Background: an optimization exercise with open tools, aiming at small area, a short achievable clock period and few clock cycles. Do not read the settings as production practice. In this exercise RTL edits were held to simulation tests only and were not proved equivalent to the original. Power and IR drop assume default switching activity.

Setup of violet:
==> flow/design.v (excerpt) <==
module simproc_core (
    input  wire        clk,
    input  wire        rst,           
    input  wire        has_words,     
    output wire        mem_en,
    output wire        mem_we,
    output wire [14:0] mem_addr,
    output wire [15:0] mem_wdata,
    input  wire [15:0] mem_rdata,
    output reg         halted,
    output reg         faulted,
    output reg  [2:0]  fault_cause,
    output wire [15:0] fault_value,
    output reg  [15:0] pc,
    output reg  [11:0] cycle_count,
    output wire        warn_valid,
    output wire [1:0]  warn_kind,
    output wire [15:0] warn_value,
    input  wire [2:0]  dbg_sel,
    output wire [15:0] dbg_data
);
For scale: roughly 220 flip-flops, ~140 I/O pins, about 20000 um^2 of cells after synthesis.
export LEC_CHECK = 0
export CAP_MARGIN = 20
export CORE_MARGIN = 2
export CORE_UTILIZATION = 40
export PLACE_DENSITY = 0.6
export SETUP_SLACK_MARGIN = 4
export SLEW_MARGIN = 20
create_clock -name core_clock -period 10.0 [get_ports {clk}]
run.sh (not shown) runs the stock make flow with config.mk's settings and CLKGATE_MAP_FILE= SYNTH_SCRIPT=/design/flow/synth_recipe.tcl, a recipe that flattens the netlist after the stock synthesis.
Testbench counts of violet, summed over its fixed seeds: cycles 245,060.
### violet -> yarrow
--- a/flow/design.v
+++ b/flow/design.v
@@ -27,18 +27,17 @@
     localparam [2:0] S_FETCH = 3'd0;    
     localparam [2:0] S_EXEC  = 3'd1;    
     localparam [2:0] S_LOAD  = 3'd2;    
     localparam [2:0] S_MUL   = 3'd3;
     localparam [2:0] S_DIV   = 3'd4;
     reg [2:0]  state;
     reg [15:0] regs [0:7];
     reg [15:0] opx, opy, opb;    
-    reg [2:0]  wrd;
-    reg        mlt;              
+    reg [2:0]  wrd;              
     reg [2:0]  dcnt;
     wire running = !halted && !faulted;
     wire ex      = running && state == S_EXEC;
     wire [15:0] w     = mem_rdata;
     wire        fmt_i = w[15];
     wire [5:0]  opr   = w[14:9];
     wire [1:0]  opi   = w[14:13];
     wire [15:0] imm16 = {6'd0, w[9:0]};
@@ -68,19 +67,18 @@
             assign nz[gi] = |regs[gi];
         end
     endgenerate
     wire taken  = is_jmp || (is_jcond && nz[w[12:10]]);
     wire ldst   = is_load || is_store;
     wire halt_i = is_sys && !nz[0];
     assign mem_en    = running;
     assign mem_we    = ex && is_store && !a[15];
-    wire   near_ldst = !fmt_i && !opr[5] && (opr[4] || opr[3]);
-    wire   sel_a     = ex && near_ldst;
-    wire   sel_imm   = ex && fmt_i && !opi[1];
+    wire   sel_a     = ex && ldst;
+    wire   sel_imm   = ex && (is_jmp || is_jcond);
     assign mem_addr  = ({15{sel_a}} & a[14:0]) | ({15{sel_imm}} & {5'd0, w[9:0]}) |
                        ({15{!sel_a && !sel_imm}} & pc[14:0]);
     assign mem_wdata = b;
     assign warn_valid = ex && (is_badr || is_badi || (is_sys && nz[0]));
     assign warn_kind  = is_sys ? 2'd3 : fmt_i ? 2'd2 : 2'd1;
     assign warn_value = is_sys ? regs[0] : fmt_i ? 16'd2 : {10'd0, opr};
     assign fault_value = (fault_cause == F_LIMIT) ? {4'd0, CYCLE_LIMIT} :
                          (fault_cause == F_PC)    ? pc : opx;
@@ -92,24 +90,23 @@
     wire        b_zero = !(|b);
     wire [15:0] ex_res = fmt_i  ? imm16 :
                          opr[2] ? {15'd0, eq ^ opr[0]} :
                          opr[1] ? {15'd0, opr[0] && div_one} : addsub[15:0];
     wire ex_wr  = is_add || is_sub || is_ceq || is_cne || is_mov || is_div;
     wire [2:0] ex_wa = fmt_i ? w[12:10] : w[8:6];
     wire div_quick = b_zero || a_lt_2b;
     wire div_one   = !b_zero && !a_lt_b;
-    wire [15:0] mcand = mlt ? opb : opx;
-    wire [15:0] mplr  = mlt ? opx : opb;
-    wire [15:0] pp0 = mplr[0] ? mcand : 16'd0;
-    wire [15:0] pp1 = mplr[1] ? {mcand[14:0], 1'b0} : 16'd0;
-    wire [15:0] pp2 = mplr[2] ? {mcand[13:0], 2'd0} : 16'd0;
-    wire [15:0] pp3 = mplr[3] ? {mcand[12:0], 3'd0} : 16'd0;
+    wire swap = is_mul && a_lt_b;
+    wire [15:0] pp0 = opb[0] ? opx : 16'd0;
+    wire [15:0] pp1 = opb[1] ? {opx[14:0], 1'b0} : 16'd0;
+    wire [15:0] pp2 = opb[2] ? {opx[13:0], 2'd0} : 16'd0;
+    wire [15:0] pp3 = opb[3] ? {opx[12:0], 3'd0} : 16'd0;
     wire [15:0] prod = opy + pp0 + pp1 + pp2 + pp3;
-    wire        mul_last = !(|mplr[15:4]);
+    wire        mul_last = !(|opb[15:4]);
     wire [17:0] r4 = {opy, opx[15:14]};
     wire [18:0] t1 = {1'b0, r4} - {3'd0, opb};
     wire [18:0] t2 = {1'b0, r4} - {2'd0, opb, 1'b0};
     wire [18:0] t3 = {1'b0, r4} - {3'd0, opb} - {2'd0, opb, 1'b0};
     reg  [15:0] r2;
     reg  [1:0]  qd;
     always @(*) begin
         if (!t3[18])      begin r2 = t3[15:0]; qd = 2'd3; end
@@ -156,19 +153,18 @@
                         faulted     <= 1'b1;
                         fault_cause <= F_PC;
                     end else begin
                         pc    <= pc + 16'd1;
                         state <= S_EXEC;
                     end
                 end
                 S_EXEC: begin
-                    opx <= a;
-                    opb <= b;
-                    mlt <= a_lt_b;
+                    opx <= swap ? b : a;
+                    opb <= swap ? a : b;
                     wrd <= w[8:6];
                     dcnt <= 3'd7;
                     if (is_load && !a[15]) begin
                         state <= S_LOAD;
                     end else if (is_mul) begin
                         state <= S_MUL;
                     end else if (is_div && !div_quick) begin
                         state <= S_DIV;
@@ -178,36 +174,35 @@
                             faulted     <= 1'b1;
                             fault_cause <= is_load ? F_LOAD : F_STORE;
                         end else if (halt_i) begin
                             halted <= 1'b1;
                         end else if (at_limit) begin
                             faulted     <= 1'b1;
                             fault_cause <= F_LIMIT;
                             pc          <= pc_next;
-                        end else if (near_ldst || (is_jcond && !taken)) begin
+                        end else if (is_store || (is_jcond && !taken)) begin
                             state <= S_FETCH;
                         end else if (!taken && pc[15]) begin
                             faulted     <= 1'b1;
                             fault_cause <= F_PC;
                             pc          <= pc_next;
                         end else begin
                             pc <= pc_cont;
                         end
                     end
                 end
                 default: begin    
                     if (state == S_DIV) begin
                         opx  <= q2;
                         dcnt <= dcnt - 3'd1;
                     end
                     if (state == S_MUL) begin
-                        opx <= {mcand[11:0], 4'd0};
-                        opb <= {4'd0, mplr[15:4]};
-                        mlt <= 1'b0;
+                        opx <= {opx[11:0], 4'd0};
+                        opb <= {4'd0, opb[15:4]};
                     end
                     if (fin_ld || fin_mul || fin_div) begin
                         cycle_count <= cycle_count + 12'd1;
                         if (at_limit) begin
                             faulted     <= 1'b1;
                             fault_cause <= F_LIMIT;
                         end else if (pc[15]) begin
                             faulted     <= 1'b1;
Results
The routed wire length in yarrow sits 6.2% below the value recorded for violet. Looking at power share of the combinational group across violet and yarrow, the one that comes out higher is violet. Taking violet as the reference, in yarrow power drawn by the clock network was more or less identical; non-clock buffer count went down by about 9%; buffers inserted during post-CTS setup optimization went down by 11; net switching power figure went down by 5.0%. yarrow vs. violet: combinational power decreased by about 5% relative to the old numbers; critical path depth picked up an extra 1; number of cells in the finished layout apart from fillers fell by 142. In yarrow relative to violet, area taken by multi-input logic gates had gone down by a few percent. Capture point of the critical path = dbg_data[14]: yarrow; capture point of the critical path = mem_wdata[3]: violet. violet has a higher post-layout total power than yarrow. Launch point of the worst path: mem_rdata[0] -> yarrow, mem_rdata[1] -> violet. For the gate count after technology mapping, yarrow came in 65 lower than violet did.
Testbench counts of yarrow, summed over its fixed seeds: cycles 245,060.

[static timing again, ports no longer ideal]
Ports are ideal in the flow. The routed layouts listed here were re-timed in OpenROAD.
Step 1 assumes that a clkbuf_16 drives the clock port and a buf_2 every other input.
Step 2 also shifts input and output timing later by t, the mid clock arrival at the registers, as if the neighbouring blocks saw the same clock.
Slacks: ideal / step 1 / step 2; pairs: ideal / step 1.
run | t (ns) | slack for setup (ns) | worst setup path after step 2 | latest minus earliest clock arrival (ns)
violet | 0.629 | 3.924 / 3.789 / 3.303 | input to register | 0.020 / 0.021
yarrow | 0.642 | 3.971 / 3.895 / 3.428 | input to register | 0.025 / 0.024
After both steps setup and hold are still met in every run listed. For violet, which loses most, drivers alone change the setup slack by -0.135 ns; drivers and shift together by -0.621 ns.
